Source: an optimization exercise on an open RTL-to-GDS flow (aim: small area). Production flows keep margins and buffers that such runs may drop. In this exercise RTL edits were held to simulation tests only and were not proved equivalent to the original. No driver is modelled on the clock port, so clocking that relies on it looks cheaper here than on a real chip. Power is estimated from default activity; no workload was simulated.

--- design/flow/design.v ---
module crc8_byte (
    input  wire [7:0] crc_in,
    input  wire [7:0] data,
    output reg  [7:0] crc_out
);
    integer i;
    reg [7:0] r;
    always @(*) begin
        r = crc_in ^ data;
        for (i = 0; i < 8; i = i + 1) begin
            if (r[7])
                r = {r[6:0], 1'b0} ^ 8'h07;
            else
                r = {r[6:0], 1'b0};
        end
        crc_out = r;
    end
endmodule
module seq_track (
    input  wire       en,
    input  wire [7:0] m,
    input  wire [7:0] r,
    input  wire [7:0] wadd,
    output wire [7:0] gap
);
    wire [7:0] b = ~m;
    wire [8:0] c;
    wire [7:0] d;
    assign c[0] = 1'b0;
    genvar i;
    generate
        for (i = 0; i < 8; i = i + 1) begin : g
            assign d[i]   = r[i] ^ b[i] ^ c[i];
            assign c[i+1] = (r[i] & b[i]) | (c[i] & (r[i] ^ b[i]));
        end
    endgenerate
    wire [7:0] a = wadd & {8{~c[8]}};
    wire [8:0] k;
    wire [7:0] h;
    assign k[0] = 1'b0;
    generate
        for (i = 0; i < 8; i = i + 1) begin : g2
            assign h[i]   = d[i] ^ a[i] ^ k[i];
            assign k[i+1] = (d[i] & a[i]) | (k[i] & (d[i] ^ a[i]));
        end
    endgenerate
    assign gap = h & {8{en}};
endmodule
module mod60 (
    input  wire [7:0] r,
    output wire [5:0] m
);
    wire [4:0] c;
    wire [3:0] s;
    wire [1:0] x = r[7:6];
    assign c[0] = 1'b0;
    assign s[0] = r[2] ^ x[0];
    assign c[1] = r[2] & x[0];
    assign s[1] = r[3] ^ x[1] ^ c[1];
    assign c[2] = (r[3] & x[1]) | (c[1] & (r[3] ^ x[1]));
    assign s[2] = r[4] ^ c[2];
    assign c[3] = r[4] & c[2];
    assign s[3] = r[5] ^ c[3];
    assign c[4] = r[5] & c[3];
    wire ge = c[4] | (&s);
    wire [3:0] q;
    wire [4:0] k;
    assign k[0] = ge;
    genvar i;
    generate
        for (i = 0; i < 4; i = i + 1) begin : g
            assign q[i]   = s[i] ^ k[i];
            assign k[i+1] = s[i] & k[i];
        end
    endgenerate
    assign m = {q, r[1:0]};
endmodule
module sat_ctr #(
    parameter W = 12
) (
    input  wire         clk,
    input  wire         rst,
    input  wire         inc,
    output reg  [W-1:0] value
);
    wire [W:0] c;
    assign c[0] = inc & ~(&value);
    genvar i;
    generate
        for (i = 0; i < W; i = i + 1) begin : g
            assign c[i+1] = c[i] & value[i];
            always @(posedge clk)
                value[i] <= ~rst & (value[i] ^ c[i]);
        end
    endgenerate
endmodule
module sat_add #(
    parameter W = 12
) (
    input  wire         clk,
    input  wire         rst,
    input  wire [7:0]   amt,
    output reg  [W-1:0] value
);
    wire [W:0]   c;
    wire [W-1:0] s;
    assign c[0] = 1'b0;
    genvar i;
    generate
        for (i = 0; i < W; i = i + 1) begin : g
            if (i < 8) begin : f
                assign s[i]   = value[i] ^ amt[i] ^ c[i];
                assign c[i+1] = (value[i] & amt[i]) | (c[i] & (value[i] ^ amt[i]));
            end else begin : h
                assign s[i]   = value[i] ^ c[i];
                assign c[i+1] = value[i] & c[i];
            end
            always @(posedge clk)
                value[i] <= ~rst & (s[i] | c[W]);
        end
    endgenerate
endmodule
module sat_grp #(
    parameter W = 12,
    parameter N = 9
) (
    input  wire           clk,
    input  wire           rst,
    input  wire [N-1:0]   inc,
    output reg  [N*W-1:0] value
);
    wire [W-1:0] cur;
    genvar i, b;
    generate
        for (b = 0; b < W; b = b + 1) begin : g_sel
            wire [N-1:0] t;
            for (i = 0; i < N; i = i + 1) begin : g_and
                assign t[i] = inc[i] & value[i*W + b];
            end
            assign cur[b] = |t;
        end
    endgenerate
    wire [W:0]   c;
    wire [W-1:0] nxt;
    assign c[0] = ~(&cur);
    generate
        for (b = 0; b < W; b = b + 1) begin : g_inc
            assign c[b+1] = c[b] & cur[b];
            assign nxt[b] = ~rst & (cur[b] ^ c[b]);
        end
        for (i = 0; i < N; i = i + 1) begin : g_reg
            always @(posedge clk)
                if (rst || inc[i])
                    value[i*W +: W] <= nxt;
        end
    endgenerate
endmodule
module link_rx #(
    parameter CNT_W = 12
) (
    input  wire              clk,
    input  wire              rst,
    input  wire              ser_valid,
    input  wire [7:0]        ser_data,
    input  wire              msg_valid,
    input  wire [7:0]        msg_data,
    input  wire              msg_last,
    input  wire [1:0]        msg_kind,
    input  wire [3:0]        stat_sel,
    output reg  [CNT_W-1:0]  stat_data,
    output reg               ser_pix_valid,
    output wire [7:0]        ser_pix_data,
    output wire              ser_evt_valid,
    output wire [1:0]        ser_evt_code,
    output wire [7:0]        ser_evt_ctr,
    output wire [7:0]        ser_evt_gap,
    output reg               msg_pix_valid,
    output wire [7:0]        msg_pix_data,
    output reg               msg_evt_valid,
    output wire [1:0]        msg_evt_kind,
    output reg  [1:0]        msg_evt_code,
    output wire [7:0]        msg_evt_ctr,
    output wire [7:0]        msg_evt_gap,
    output wire [103:0]      msg_evt_data
);
    localparam [1:0] KIND_LEDD  = 2'd0;
    localparam [1:0] KIND_PARAM = 2'd1;
    reg        fs_reading;       
    reg        have_sync0;
    reg [8:0]  s_cnt;            
    reg [7:0]  s_byte;           
    reg [7:0]  ser_crc;          
    reg [1:0]  s_evt;            
    reg        leds_have_last;
    reg [5:0]  leds_m;           
    wire s_crc_pos = (s_cnt == 9'd197);
    wire s_ctr_pos = (s_cnt == 9'd196);
    wire s_is_aa   = (ser_data == 8'hAA);
    wire [7:0] ser_crc_next;
    crc8_byte u_ser_crc (.crc_in(ser_crc), .data(ser_data), .crc_out(ser_crc_next));
    wire s_rd_byte  = ser_valid && fs_reading;
    wire s_end      = s_rd_byte && s_crc_pos;
    wire s_accept   = s_end && (ser_crc == ser_data);
    wire s_corrupt  = s_end && (ser_crc != ser_data);
    wire s_found    = ser_valid && !fs_reading && have_sync0 && (ser_data == 8'h55);
    wire s_search   = ser_valid && !fs_reading && !(have_sync0 && ser_data == 8'h55);
    wire s_full     = (s_cnt == 9'd400);
    wire s_fail_now = (s_cnt == 9'd399) && !s_is_aa;
    wire s_syncfail = s_search && (s_full || s_fail_now);
    wire [7:0] leds_gap;
    seq_track u_leds_track (
        .en(leds_have_last && s_accept), .m({2'b00, leds_m}), .r(s_byte), .wadd(8'd60), .gap(leds_gap)
    );
    wire [5:0] leds_m_new;
    mod60 u_leds_mod (.r(s_byte), .m(leds_m_new));
    wire       s_restart = s_search && s_full;
    wire       s_clr     = rst || s_found || s_end || (s_search && s_fail_now) || s_restart;
    wire [9:0] s_cc;
    wire [8:0] s_cnt_d;
    assign s_cc[0] = ser_valid;
    genvar gi;
    generate
        for (gi = 0; gi < 9; gi = gi + 1) begin : g_scnt
            assign s_cc[gi+1] = s_cc[gi] & s_cnt[gi];
            if (gi == 0) begin : b0
                assign s_cnt_d[gi] = s_clr ? (s_restart && !rst) : (s_cnt[gi] ^ s_cc[gi]);
            end else begin : bn
                assign s_cnt_d[gi] = !s_clr && (s_cnt[gi] ^ s_cc[gi]);
            end
        end
    endgenerate
    always @(posedge clk) begin
        if (rst) begin
            fs_reading     <= 1'b0;
            have_sync0     <= 1'b0;
            s_evt          <= 2'b00;
            leds_have_last <= 1'b0;
            ser_pix_valid  <= 1'b0;
        end else begin
            ser_pix_valid <= s_rd_byte && (s_cnt < 9'd196);
            s_evt         <= s_accept ? 2'b11 : s_corrupt ? 2'b01 : s_syncfail ? 2'b10 : 2'b00;
            if (s_found)
                fs_reading <= 1'b1;
            else if (s_end)
                fs_reading <= 1'b0;
            if (s_found)
                have_sync0 <= 1'b0;
            else if (s_search)
                have_sync0 <= s_is_aa;
            if (s_accept) begin
                leds_have_last <= 1'b1;
                leds_m         <= leds_m_new;
            end
        end
        s_cnt <= s_cnt_d;
        if (!(fs_reading && s_crc_pos))
            s_byte <= ser_data;
        if (!fs_reading)
            ser_crc <= 8'h36;                
        else if (ser_valid)
            ser_crc <= s_crc_pos ? leds_gap : ser_crc_next;
    end
    assign ser_pix_data  = s_byte;
    assign ser_evt_valid = s_evt[1] | s_evt[0];
    assign ser_evt_code  = {~s_evt[0], ~s_evt[1]};
    assign ser_evt_ctr   = s_byte;
    assign ser_evt_gap   = ser_crc;
    reg [7:0]  m_len;            
    reg [1:0]  m_kind;
    reg [7:0]  m_crc;            
    reg        m_magic_ok;
    reg [7:0]  m_ctr;            
    reg [7:0]  m_dat [0:12];     
    reg        ledd_have_last;
    reg [5:0]  ledd_m;           
    reg        param_have_last;
    reg [7:0]  param_m;          
    wire       m_first    = (m_len == 8'd0);
    wire [1:0] m_kind_cur = m_first ? msg_kind : m_kind;
    wire [7:0] m_crc_cur  = m_first ? 8'd0 : m_crc;
    wire [7:0] m_crc_next;
    crc8_byte u_msg_crc (.crc_in(m_crc_cur), .data(msg_data), .crc_out(m_crc_next));
    wire m_ledd  = (m_kind_cur == KIND_LEDD);
    wire m_param = (m_kind_cur == KIND_PARAM);
    wire m_btn   = m_kind_cur[1];
    wire [7:0] m_exp_last = m_btn ? 8'd6 : m_param ? 8'd16 : 8'd200;
    wire [7:0] m_magic0   = m_btn ? 8'hA5 : 8'h55;
    wire [7:0] m_magic1   = m_btn ? 8'h5A : 8'hAA;
    wire [5:0] ledd_m_new;
    mod60 u_ledd_mod (.r(m_ctr), .m(ledd_m_new));
    wire [7:0] param_m_new = (m_ctr == 8'd255) ? 8'd0 : m_ctr;
    wire       m_end       = msg_valid && msg_last;
    wire       m_bad_len   = (m_len != m_exp_last);
    wire       m_bad_magic = !m_magic_ok;
    wire       m_bad_crc   = (m_crc_cur != msg_data);
    wire [1:0] m_code = m_bad_len ? 2'd2 : m_bad_magic ? 2'd3 : m_bad_crc ? 2'd1 : 2'd0;
    wire m_accept  = m_end && !m_bad_len && !m_bad_magic && !m_bad_crc;
    wire m_invalid = m_end && (m_bad_len || m_bad_magic);
    wire m_corrupt = m_end && !m_bad_len && !m_bad_magic && m_bad_crc;
    wire       mk_ledd = (m_kind == KIND_LEDD);
    wire [7:0] m_gap;
    seq_track u_msg_track (
        .en(m_accept && (mk_ledd ? ledd_have_last : (m_kind == KIND_PARAM) && param_have_last)),
        .m(mk_ledd ? {2'b00, ledd_m} : param_m),
        .r(m_ctr),
        .wadd(mk_ledd ? 8'd60 : 8'd255),
        .gap(m_gap)
    );
    wire       m_low  = (m_len[7:4] == 4'd0);
    wire [3:0] m_pos  = m_len[3:0];
    wire       mk_btn = m_kind[1];
    wire [8:0] m_lc;
    wire [7:0] m_len_d;
    wire       m_clr = rst || m_end;
    assign m_lc[0] = msg_valid && !(m_len[7] && m_len[6] && m_len[4]);
    generate
        for (gi = 0; gi < 8; gi = gi + 1) begin : g_mlen
            assign m_lc[gi+1]  = m_lc[gi] & m_len[gi];
            assign m_len_d[gi] = !m_clr && (m_len[gi] ^ m_lc[gi]);
        end
    endgenerate
    integer k;
    always @(posedge clk) begin
        if (rst) begin
            ledd_have_last  <= 1'b0;
            param_have_last <= 1'b0;
            msg_pix_valid   <= 1'b0;
            msg_evt_valid   <= 1'b0;
        end else begin
            msg_pix_valid <= msg_valid && m_ledd && (m_len >= 8'd4) && (m_len <= 8'd199);
            msg_evt_valid <= m_end;
            if (m_accept && m_ledd) begin
                ledd_have_last <= 1'b1;
                ledd_m         <= ledd_m_new;
            end
            if (m_accept && m_param) begin
                param_have_last <= 1'b1;
                param_m         <= param_m_new;
            end
        end
        msg_evt_code <= m_code;
        m_len        <= m_len_d;
        if (msg_valid) begin
            if (m_first)
                m_kind <= msg_kind;
            m_crc <= msg_last ? m_gap : m_crc_next;
            if (m_len == 8'd0)
                m_magic_ok <= (msg_data == m_magic0);
            if (m_len == 8'd1)
                m_magic_ok <= m_magic_ok && (msg_data == m_magic1);
            if (mk_ledd)
                m_dat[0] <= msg_data;
            if (m_low) begin
                if (m_pos == 4'd2 && !mk_ledd)
                    m_dat[0] <= msg_data;
                if ((m_pos == 4'd3 && !mk_ledd) || (m_pos == 4'd2 && mk_ledd))
                    m_ctr <= msg_data;
                for (k = 1; k <= 3; k = k + 1)
                    if ((m_pos == k + 3 && !mk_btn) || (m_pos == k + 2 && mk_btn))
                        m_dat[k] <= msg_data;
                for (k = 4; k <= 12; k = k + 1)
                    if (m_pos == k + 3)
                        m_dat[k] <= msg_data;
            end
        end
    end
    assign msg_pix_data = m_dat[0];
    assign msg_evt_kind = m_kind;
    assign msg_evt_ctr  = m_ctr;
    assign msg_evt_gap  = m_crc;
    assign msg_evt_data = {m_dat[12], m_dat[11], m_dat[10], m_dat[9], m_dat[8], m_dat[7],
                           m_dat[6], m_dat[5], m_dat[4], m_dat[3], m_dat[2], m_dat[1],
                           m_dat[0]};
    wire [CNT_W-1:0] c_leds_acc, c_leds_skip, c_leds_cor, c_sync_fail;
    wire [CNT_W-1:0] c_ledd_acc, c_ledd_skip, c_ledd_cor, c_ledd_inv;
    wire [CNT_W-1:0] c_param_acc, c_param_skip, c_param_cor, c_param_inv;
    wire [CNT_W-1:0] c_btn_acc, c_btn_cor, c_btn_inv;
    sat_ctr #(.W(CNT_W)) u_c0  (.clk(clk), .rst(rst), .inc(s_accept),                         .value(c_leds_acc));
    sat_add #(.W(CNT_W)) u_c1  (.clk(clk), .rst(rst), .amt(leds_gap),                       .value(c_leds_skip));
    sat_ctr #(.W(CNT_W)) u_c2  (.clk(clk), .rst(rst), .inc(s_corrupt),                        .value(c_leds_cor));
    sat_ctr #(.W(CNT_W)) u_c3  (.clk(clk), .rst(rst), .inc(s_syncfail),                       .value(c_sync_fail));
    sat_add #(.W(CNT_W)) u_c5  (.clk(clk), .rst(rst), .amt(m_gap & {8{!m_kind[0]}}),        .value(c_ledd_skip));
    sat_add #(.W(CNT_W)) u_c9  (.clk(clk), .rst(rst), .amt(m_gap & {8{m_kind[0]}}),         .value(c_param_skip));
    sat_grp #(.W(CNT_W), .N(9)) u_cm (
        .clk(clk), .rst(rst),
        .inc({m_invalid && m_btn,   m_corrupt && m_btn,   m_accept && m_btn,
              m_invalid && m_param, m_corrupt && m_param, m_accept && m_param,
              m_invalid && m_ledd,  m_corrupt && m_ledd,  m_accept && m_ledd}),
        .value({c_btn_inv, c_btn_cor, c_btn_acc,
                c_param_inv, c_param_cor, c_param_acc,
                c_ledd_inv, c_ledd_cor, c_ledd_acc})
    );
    always @(*) begin
        case (stat_sel)
            4'd0:  stat_data = c_leds_acc;
            4'd1:  stat_data = c_leds_skip;
            4'd2:  stat_data = c_leds_cor;
            4'd3:  stat_data = c_sync_fail;
            4'd4:  stat_data = c_ledd_acc;
            4'd5:  stat_data = c_ledd_skip;
            4'd6:  stat_data = c_ledd_cor;
            4'd7:  stat_data = c_ledd_inv;
            4'd8:  stat_data = c_param_acc;
            4'd9:  stat_data = c_param_skip;
            4'd10: stat_data = c_param_cor;
            4'd11: stat_data = c_param_inv;
            4'd12: stat_data = c_btn_acc;
            4'd13: stat_data = c_btn_cor;
            4'd14: stat_data = c_btn_inv;
            default: stat_data = {{(CNT_W-5){1'b0}}, fs_reading, have_sync0,
                                  param_have_last, ledd_have_last, leds_have_last};
        endcase
    end
endmodule
--- design/flow/flow/area.abc ---
&get -n
&st
&dch -f
&nf -R 1000
&put
topo
stime -c
--- design/flow/flow/run.sh ---
#!/bin/bash
# Own layout flow. Steps, each with its full output in a log file here:
#  1. the standard synthesis (standard.sh synth), unchanged;
#  2. remap.sh: the combinational cells of that netlist re-mapped by ABC
#     with an area-oriented script; registers (and full adders) are
#     kept as they are, with their names and cell types;
#  3. the standard ORFS flow on the re-mapped netlist, with buf_1 port
#     buffers, a clock tree of clkbuf_4 without dummy loads (post_cts.tcl
#     upsizes any clock buffer whose flip-flops see a slow clock edge).
set -euo pipefail
here=$(pwd)
bash standard.sh synth > synth.log 2>&1
bash flow/remap.sh > remap.log 2>&1
bash standard.sh \
    "BUFFER_PORTS_ARGS=-buffer_cell sky130_fd_sc_hd__buf_1" \
    "CTS_ARGS=-sink_clustering_enable -repair_clock_nets -dont_use_dummy_load -buf_list sky130_fd_sc_hd__clkbuf_4 -sink_clustering_size 9 -sink_clustering_max_diameter 45" \
    "POST_CTS_TCL=$here/flow/post_cts.tcl" \
    finish > finish.log 2>&1
--- design/flow/flow/remap.sh ---
#!/bin/bash
# Re-map the combinational logic of the standard synthesis netlist with ABC.
set -euo pipefail
res=orfs/results/sky130hd/link_rx/base
lib=$FLOW_HOME/platforms/sky130hd/lib/sky130_fd_sc_hd__tt_025C_1v80.lib
yosys=$FLOW_HOME/../tools/install/yosys/bin/yosys
[ -x "$yosys" ] || yosys=yosys
dont_use=$(sed -n '/^export DONT_USE_CELLS/,/^#/p' $FLOW_HOME/platforms/sky130hd/config.mk \
    | grep -o 'sky130_fd_sc_hd__[a-z0-9_]*' | sed 's/^/-dont_use /' | tr '\n' ' ')
cp $res/1_2_yosys.v $res/1_2_yosys_std.v
# cells kept whole: registers and full adders (half adders are re-mapped)
keep=$(grep -o 'sky130_fd_sc_hd__\(dfxtp\|edfxtp\|dfrtp\|dfstp\|dfbbp\|sdfxtp\|dlx\|fa\)[a-z0-9_]*' \
    $res/1_2_yosys_std.v | sort -u | tr '\n' ' ')
cat > remap.ys <<EOS
read_liberty -ignore_miss_func $lib
blackbox $keep
read_verilog $res/1_2_yosys_std.v
hierarchy -top $FLOW_TOP
flatten
opt_clean
abc -liberty $lib $dont_use -script $(pwd)/flow/area.abc
opt_clean -purge
hilomap -singleton -hicell sky130_fd_sc_hd__conb_1 HI -locell sky130_fd_sc_hd__conb_1 LO
insbuf -buf sky130_fd_sc_hd__buf_4 A X
tee -o remap_stat.txt stat -liberty $lib
write_verilog -noattr -noexpr -nohex -nodec $res/1_2_yosys.v
EOS
$yosys -s remap.ys
rm -f $res/1_synth.odb $res/1_synth.sdc
--- design/flow/flow/post_cts.tcl ---
set limit 0.100
set ladder {sky130_fd_sc_hd__clkbuf_4 sky130_fd_sc_hd__clkbuf_8 sky130_fd_sc_hd__clkbuf_16}
for {set pass 0} {$pass < 3} {incr pass} {
  estimate_parasitics -placement
  set drivers {}
  foreach pin [get_pins -hierarchical */CLK] {
    if {[get_property $pin slew_max] > $limit} {
      foreach d [get_pins -of [get_nets -of $pin] -filter "direction==output"] {
        lappend drivers [get_property $d full_name]
      }
    }
  }
  set drivers [lsort -unique $drivers]
  if {[llength $drivers] == 0} { break }
  set changed 0
  foreach d $drivers {
    set inst [get_cells -of [get_pins $d]]
    set master [get_property $inst ref_name]
    set i [lsearch $ladder $master]
    if {$i >= 0 && $i < [llength $ladder] - 1} {
      replace_cell $inst [lindex $ladder [expr $i + 1]]
      incr changed
      puts "post_cts: [get_property $inst full_name] $master -> [lindex $ladder [expr $i + 1]]"
    }
  }
  if {$changed == 0} { break }
}
detailed_placement
check_placement -verbose
estimate_parasitics -placement
--- design/flow/config.mk ---
export PLATFORM = sky130hd
export DESIGN_NAME = link_rx
export DESIGN_NICKNAME = link_rx
export VERILOG_FILES = /design/flow/design.v
export SDC_FILE = /design/flow/constraint.sdc
export NUM_CORES = 4
export LEC_CHECK = 0
export CAP_MARGIN = 20
export CORE_MARGIN = 2
export CORE_UTILIZATION = 75
export SLEW_MARGIN = 20
--- design/flow/standard.sh ---
#!/bin/bash
# synth_recipe.tcl (not shown) runs the flow's synth.tcl, then flattens the netlist and writes it again
# the make line also repeats each setting of config.mk as NAME=value (left out here)
make -C /OpenROAD-flow-scripts/flow DESIGN_CONFIG=/design/flow/config.mk WORK_HOME=/design/flow/orfs CLKGATE_MAP_FILE= SYNTH_SCRIPT=/design/flow/synth_recipe.tcl "${@:-finish}"
--- design/flow/constraint.sdc ---
create_clock -name core_clock -period 10.0 [get_ports {clk}]
set_input_delay 2.0000 -clock core_clock [delete_from_list [all_inputs] [get_ports {clk}]]
set_output_delay 2.0000 -clock core_clock [all_outputs]
set_load 0.01 [all_outputs]
==> qor.yml, run 1 <==
worst_hold_path:
  min_path_type: "reg -> reg"
sta:
  timing.hold.ws_ns: 0.509
  worst_slew_pin_slew_ns: 1.16
  min_period_ns: 9.36
  fin_skew_ns: 0.0894
  fmax_mhz: 107
  max_slew_margin_pct: 22.3
  fin_tns_setup_ns: 0
  rsz0062_at_grt: "false"
  setup_viol: 0
  report.final.slew_viol_count: 0
  min_period_over_period_pct: 93.6
  hold_violations: 0
place:
  hpwl_um: 33300
  place_inst: 1859
  globalplace.congestion: 1.00
  port-buffer-count: 200
  placedInstanceArea_sq_um: 17700
final_layout:
  layout.cells.non_filler: 1910
  stdcell_area_sq_um: 18100
  area_growth_pct: 8.21
  drive_gt1_share_pct: 5.59
  fin_util_pct: 82.8
  nNetsFinal: 1701
floorplanning:
  die_w_um: 153
  num_io_pins: 201
  start_util_pct: 76.5
  dieArea_sq_um: 23500
  rows: 54
  die_y_um: 153
  core_area_sq_um: 21800
routing:
  ant_nets: 0
  dr.pass1.iters: 10
  routedWlPerCell_um: 24.8
  drc_errors: 0
  avgViaCountPerCell: 6.86
  wirelength_um: 47300
  drtIter0Drc: 2054
  vias: 13112
clock_tree:
  worstSkewPairLatency_ns: 0.74
  cts_tree: "built"
  path_clk_slew_ns: 0.10
  cts_sinks: 368
worst_setup_path:
  arrival_ns: 9.98
  slowest_stage: "nor2_1"
  crit_top_cell: "fa_1"
  worstPathRequired_ns: 10.62
  cp-start-kind: "flip-flop"
  critPathKind: "reg -> reg"
  cp_max_fo: 15
  end_kind: "flip-flop"
  cpPeakStageDelay_ns: 0.71
logic_synthesis:
  syn_area_per_cell_sq_um: 11.9
  syn_inst: 1402
  synth_nets: 1473
  synth_warnings: 6
  syn_area_sq_um: 16700
grt:
  antenna_found_initial: 2
  grt_max_degree: 60
  overflow: 0
  grt_pass1_wl_um: 71200
  grt_pass1_vias: 12482
  globalRouteTotalUtil_pct: 39.9
power_and_ir_drop:
  vdd_drop_max_mv: 0.156
  p_per_area_nw_per_um2: 152
  leakage_nw: 5.87
status:
  status: "timing/DRC/antenna clean"
flow_run:
  cap_violations: 0
==> power by group <==
group / leakage [nW] / total, mW / internal (mW) / switching (mW)
Combinational: 2.25 / 0.306 / 0.0987 / 0.207
Clock: 0.236 / 0.714 / 0.241 / 0.473
Sequential: 3.38 / 1.72 / 1.68 / 0.0367
Total: 5.87 / 2.74 / 2.02 / 0.717
==> worst max-delay path: cells and delay by family, from the launching register on <==
| family | cells | cell delay, ns |
|---|---|---|
| adder cells (fa/ha/maj) | 15 | 5.81 |
| AND/OR/NAND/NOR | 8 | 2.05 |
| flip-flops | 1 | 0.60 |
| multiplexers | 1 | 0.37 |
| AO/OA/AOI/OAI | 1 | 0.23 |
| buffers and inverters | 3 | 0.20 |
==> worst paths after layout <==
path                  start              to  slack [ns]  cells after the start
max               m_kind[1]   u_c5.value[8]        0.64                     28
min reg2reg  u_c3.value[10]  u_c3.value[10]        0.51                      1
max reg2reg       m_kind[1]   u_c5.value[8]        0.64                     28
min          u_c3.value[10]  u_c3.value[10]        0.51                      1
==> registers in the layout, summed over array words and instances, names as in the netlist, 6 cells and up <==
| name | cells |
|---|---|
| u_cm.value | 108 |
| m_dat | 104 |
| u_c0.value | 12 |
| u_c1.value | 12 |
| u_c2.value | 12 |
| u_c3.value | 12 |
| u_c5.value | 12 |
| u_c9.value | 12 |
| s_cnt | 9 |
| m_crc | 8 |
| m_ctr | 8 |
| m_len | 8 |
| param_m | 8 |
| s_byte | 8 |
| ser_crc | 8 |
| ledd_m | 6 |
| leds_m | 6 |
==> cell usage in the layout, fill, tap and decap left out, drive strengths merged, types with 13 or more instances in the layout <==
cell type,n
fa,44
nor3,63
or2,16
nand2,89
xor2,24
and3,30
dfxtp,109
a222oi,22
edfxtp,259
clkbuf,50
a22o,14
mux2,13
a221oi,20
a211oi,15
nand3,40
buf,234
xnor2,50
clkinv,62
and2,17
a21oi,97
nand4,22
nor2b,22
nor2,136
a22oi,51
o21ai,41
==> metrics by stage <==
stage,setup slack [ns],power (mW)
floorplan,1.27,1.93
global placement,1.12,2.03
detailed placement,0.749,2.05
global route,0.121,2.81
finish,0.640,2.74
==> metal layers <==
metal	GRT usage, %	part of all wire (%)	vias up
met3	12.5	14	236
li1	-	-	5632
met1	54.2	36	6189
met5	0	0.021	-
met2	60.0	45	1053
met4	17.8	5.2	2
==> final cells by class <==
| type | instances | area [sq um] |
|---|---|---|
| fill | 1268 | 3750 |
| antenna | 2 | 5.00 |
| clock buffer | 49 | 393 |
| tap | 280 | 350 |
| inverter | 62 | 233 |
| sequential | 368 | 9960 |
| timing repair buffer | 235 | 1020 |
| multi-input combinational | 914 | 6110 |
==> run 2: changes to the inputs <==
--- a/design/flow/config.mk
+++ b/design/flow/config.mk
@@ -8,4 +8,4 @@
 export CAP_MARGIN = 20
 export CORE_MARGIN = 2
-export CORE_UTILIZATION = 75
+export CORE_UTILIZATION = 65
 export SLEW_MARGIN = 20
==> run 2 against run 1 <==
Against the previous run: first-iteration DRC count fell by 2.4%; design area grew 0.64%; via count decreased by 1.7%; hold slack worse by 0.020 ns; sequential share of layout area fell by 0.35 points; critical path type unchanged; die area is 15% higher; total power rose by 0.18%; synthesized cell count unchanged; clock power up 1%.
==> qor.yml, run 2 <==
power_and_ir_drop:
  p_per_area_nw_per_um2: 151
  power_switching_uw: 712
  vdd_drop_max_mv: 0.135
  p_seq_share_pct: 62.6
  leakage_nw: 5.91
  total_power_mw: 2.75
  intPower_mw: 2.03
  clkPwrFrac_pct: 26.4
  switching_share_pct: 26.0
  combPwrFrac_pct: 11.0
routing:
  dr.pass1.iters: 10
  vias: 12892
  routedWlPerCell_um: 23.9
  wirelength_um: 47100
  route.met2.wl_um: 21200
  top_layer: "met5"
  drtIter0Drc: 2004
  drt-met1-wl_um: 17900
  ant_nets: 0
  dr_wl_met3_um: 6030
  drc_errors: 0
  avgViaCountPerCell: 6.56
sta:
  worst_slew_pin_slew_ns: 1.18
  rsz0062_at_grt: "false"
  fmax_mhz: 108
  report.final.slew_viol_count: 0
  hold_violations: 0
  setup_viol: 0
  max_slew_margin_pct: 21.3
  fin_tns_setup_ns: 0
  fin_skew_ns: 0.0817
  setup_ws_ns: 0.770
  min_period_ns: 9.23
  min_period_over_period_pct: 92.3
worst_hold_path:
  min_path_cells: 2
  min_path_type: "reg -> reg"
  hold_start: "u_c1.value[11]"
  holdPathEnd: "u_c1.value[10]"
grt:
  grt_pass1_vias: 12004
  antenna_found_initial: 2
  grt_max_degree: 68
  grt_pass1_wl_um: 70000
  globalRouteTotalUtil_pct: 35.0
  overflow: 0
worst_setup_path:
  r2r-start: "m_kind[1]"
  cp-start-kind: "flip-flop"
  slowest_stage: "nor2_1"
  critPathKind: "reg -> reg"
  arrival_ns: 9.80
  cp_max_fo: 15
  cp_num_buf_inv: 4
  cpPeakStageDelay_ns: 0.60
  worstSetupPathDepth: 28
  rrSetupSlack_ns: 0.77
  r2r_end: "u_c5.value[1]"
  crit_top_cell: "fa_1"
  worstPathRequired_ns: 10.57
  end_kind: "flip-flop"
  crit_family: "adder cells"
  worstRegToRegCells: 28
clock_tree:
  cts_tree: "built"
  cts_sinks: 368
  path_clk_slew_ns: 0.09
  worstSkewPairLatency_ns: 0.72
place:
  dp_slack_ns: 0.906
  hpwl_um: 33400
  globalplace.congestion: 0.968
  port-buffer-count: 200
logic_synthesis:
  synth_nets: 1473
  syn_area_sq_um: 16700
  syn_area_per_cell_sq_um: 11.9
  synth_warnings: 6
  syn_inst: 1402
floorplanning:
  num_io_pins: 201
  rows: 58
  core_area_sq_um: 25200
  start_util_pct: 66.3
  die_y_um: 164
  dieArea_sq_um: 27000
  die_w_um: 164
final_layout:
  nNetsFinal: 1708
  reg.largest.list: "u_cm.value (108), m_dat (104)"
  area_growth_pct: 8.91
  largest_register_ffs: 108
  drive_gt1_share_pct: 5.87
  top_register: "u_cm.value"
  layout_common_cells: "259 x edfxtp_1, 199 x buf_1, 135 x nor2_1"
  final_common_cell: "edfxtp_1"
flow_run:
  cap_violations: 0
status:
  status: "timing/DRC/antenna clean"
[run 2: worst reg2reg max path: cells and delay by family, from the launching register on]
kind | cells | cell delay (ns)
fa+ha+maj | 15 | 5.73
simple gates | 7 | 1.97
flops | 1 | 0.59
mux | 1 | 0.34
buf+inv | 4 | 0.28
compound gates | 1 | 0.21
[run 2: layout make-up]
cell class                 instances  area (sq um)
antenna                            1          2.50
clock buffer                      49           405
fill                            1860          6990
inverter                          62           233
multi-input combinational        914          6100
sequential                       368          9960
tap                              330           413
timing repair buffer             242          1070
[run 2: power by group through the flow]
stage	logic [mW]	clock network (mW)	registers, mW
final	0.303	0.724	1.72
after global routing	0.326	0.781	1.72
after detailed placement	0.295	0	1.75
after global placement	0.288	0	1.75
after floorplan	0.191	0	1.74
[run 2: metrics by stage]
step | instance area (sq um) | util, % | hold slack (ns) | cells
final | 18200 | 72.2 | 0.489 | 1966
after global placement | 17800 | 70.5 | 0.461 | 1915
after detailed placement | 17800 | 70.6 | 0.467 | 1916
after global routing | 18200 | 72.2 | 0.520 | 1966
after floorplan | 16700 | - | 0.428 | 1402
[run 2: worst max-delay path by stage]
| stage | start | end | slack [ns] |
|---|---|---|---|
| after global routing | m_kind[1] | u_c5.value[1] | 0.25 |
| after detailed placement | m_kind[1] | u_c5.value[1] | 0.91 |
| after global placement | m_kind[1] | u_c5.value[3] | 1.11 |
| after floorplan | m_kind[0] | u_c5.value[1] | 1.27 |
| final | m_kind[1] | u_c5.value[1] | 0.77 |
[run 2: per-layer routing]
metal	up-vias	GRT usage [%]
li1	5668	-
met1	6167	48.6
met2	916	54.1
met3	139	8.69
met4	2	12.8
met5	-	0
==> run 3: changes to the inputs <==
==> design/flow/flow/area.abc (replaced) <==
&get -n
&st
&deepsyn -T 30
&dch -f
&nf -R 1000
&put
topo
stime -c
==> run 3 against run 2 <==
Against the previous run: global-route usage decreased by 0.65 points; design area shrank 0.93%; hold slack better by 0.025 ns; fmax rose by 5.9%; combinational power down 13%; setup slack gained 0.52 ns; die area fell by 0.95%; clock skew fell by 0.012 ns; non-clock buffer count stayed put; synthesized cell count is 3.1% lower; critical path depth up 1; largest power group unchanged.
==> qor.yml, run 3 <==
clock_tree:
  cts_tree: "built"
  cts_sinks: 368
  worstSkewPairLatency_ns: 0.71
  path_clk_slew_ns: 0.10
sta:
  max_slew_margin_pct: 20.8
  worst_slew_pin_slew_ns: 1.18
  fmax_mhz: 115
  min_period_ns: 8.72
  setup_ws_ns: 1.28
  rsz0062_at_grt: "false"
  setup_viol: 0
  fin_skew_ns: 0.0695
  fin_tns_setup_ns: 0
  hold_violations: 0
  min_period_over_period_pct: 87.2
  report.final.slew_viol_count: 0
final_layout:
  top_register: "u_cm.value"
  final_common_cell: "edfxtp_1"
  stdcell_area_sq_um: 18000
  nNetsFinal: 1665
  layout_common_cells: "259 x edfxtp_1, 199 x buf_1, 136 x nor2_1"
  reg.largest.list: "u_cm.value (108), m_dat (104)"
  drive_gt1_share_pct: 5.97
  largest_register_ffs: 108
  area_growth_pct: 8.97
floorplanning:
  die_w_um: 164
  die_y_um: 164
  num_io_pins: 201
  core_area_sq_um: 25100
  rows: 58
  dieArea_sq_um: 26700
  start_util_pct: 65.9
logic_synthesis:
  synth_warnings: 6
  syn_inst: 1359
  syn_area_sq_um: 16500
  syn_area_per_cell_sq_um: 12.2
  synth_nets: 1430
worst_setup_path:
  end_kind: "flip-flop"
  cp-start-kind: "flip-flop"
  crit_family: "adder cells"
  worstSetupPathDepth: 29
  slowest_stage: "edfxtp_1"
  cp_num_buf_inv: 5
  worstRegToRegCells: 29
  arrival_ns: 9.32
  crit_top_cell: "fa_1"
  cp_max_fo: 12
  cpPeakStageDelay_ns: 0.57
  worstPathRequired_ns: 10.60
  critPathKind: "reg -> reg"
power_and_ir_drop:
  clkPwrFrac_pct: 26.5
  combPwrFrac_pct: 9.8
  intPower_mw: 2.02
  switching_share_pct: 25.1
  vdd_drop_max_mv: 0.118
  p_seq_share_pct: 63.7
  leakage_nw: 5.79
  p_per_area_nw_per_um2: 149
  power_switching_uw: 674
routing:
  vias: 12554
  dr.pass1.iters: 9
  drtIter0Drc: 1777
  drc_errors: 0
  wirelength_um: 46000
  ant_nets: 0
  routedWlPerCell_um: 23.9
  avgViaCountPerCell: 6.52
status:
  status: "timing/DRC/antenna clean"
grt:
  grt_max_degree: 66
  grt_pass1_vias: 11725
  overflow: 0
  grt_pass1_wl_um: 68600
  antenna_found_initial: 2
  globalRouteTotalUtil_pct: 34.4
place:
  dp_slack_ns: 1.31
  port-buffer-count: 200
  placedInstanceArea_sq_um: 17600
  globalplace.congestion: 0.918
  hpwl_um: 32300
worst_hold_path:
  min_path_type: "reg -> reg"
  min_path_cells: 2
flow_run:
  cap_violations: 0
## run 3: path summary, 6_finish.rpt
check / from / end / slack, ns
hold reg to reg: param_have_last / param_have_last / 0.51
hold / removal: param_have_last / param_have_last / 0.51
setup reg to reg: m_kind[1] / u_c5.value[6] / 1.28
setup / recovery: m_kind[1] / u_c5.value[6] / 1.28
## run 3: area by class of cell
type                    instances  area (sq um)
flip-flops and latches        368          9960
multi-input cells             878          5960
repair buffers                242          1070
clock buffers                  49           399
diodes                          2          5.00
inverters                      55           206
well taps                     330           413
fillers                      1851          7090
## run 3: power by group through the flow
stage	sequential (mW)	combinational, mW	clock [mW]
global route	1.72	0.286	0.784
detailed placement	1.75	0.258	0
finish	1.71	0.265	0.712
global placement	1.75	0.255	0
floorplan	1.74	0.177	0
## run 3: through the flow
stage | std cells | power [mW] | util [%] | hold slack, ns
final | 1924 | 2.69 | 71.8 | 0.514
after global routing | 1924 | 2.79 | 71.8 | 0.544
after detailed placement | 1873 | 2.00 | 70.1 | 0.499
after global placement | 1872 | 2.00 | 70.1 | 0.496
after floorplan | 1359 | 1.91 | - | 0.455
## run 3: metal layers
| layer | wire (um) | vias to the layer above | global-route usage [%] |
|---|---|---|---|
| li1 | - | 5538 | - |
| met1 | 17700 | 5996 | 48.6 |
| met2 | 20700 | 869 | 52.0 |
| met3 | 5720 | 151 | 8.23 |
| met4 | 1870 | 0 | 13.5 |
| met5 | 0 | - | 0 |
## run 3: tightest hold or removal path, stage by stage (launching register included)
cell and delay (ns):
dfxtp_1 0.33, nor2_1 0.10, nor2_1 0.04

-- what the ideal ports hide --
The flow's constraints put no driver on any port. The routed layouts listed below were extracted and timed again, unchanged, in two steps.
Step 1, drivers: a clkbuf_16 drives clk and a buf_2 each remaining input, both assumed.
Step 2 adds t to the input delays and takes it off the output delays; t is the mean of the earliest and latest rising clock arrival at the registers after step 1. Input paths then give back, and output paths get back, about the clock's delay inside the block.
a / b / c = no drivers / after step 1 / after step 2; a / b = the first two.
run | t, ns | setup WS [ns] | latest minus earliest clock arrival (ns)
run 1 | 0.741 | 0.640 / 0.640 / 0.640 | 0.090 / 0.090
run 2 | 0.729 | 0.770 / 0.770 / 0.770 | 0.085 / 0.085
run 3 | 0.719 | 1.285 / 1.285 / 1.285 | 0.071 / 0.071
After both steps every run listed still meets setup and hold.
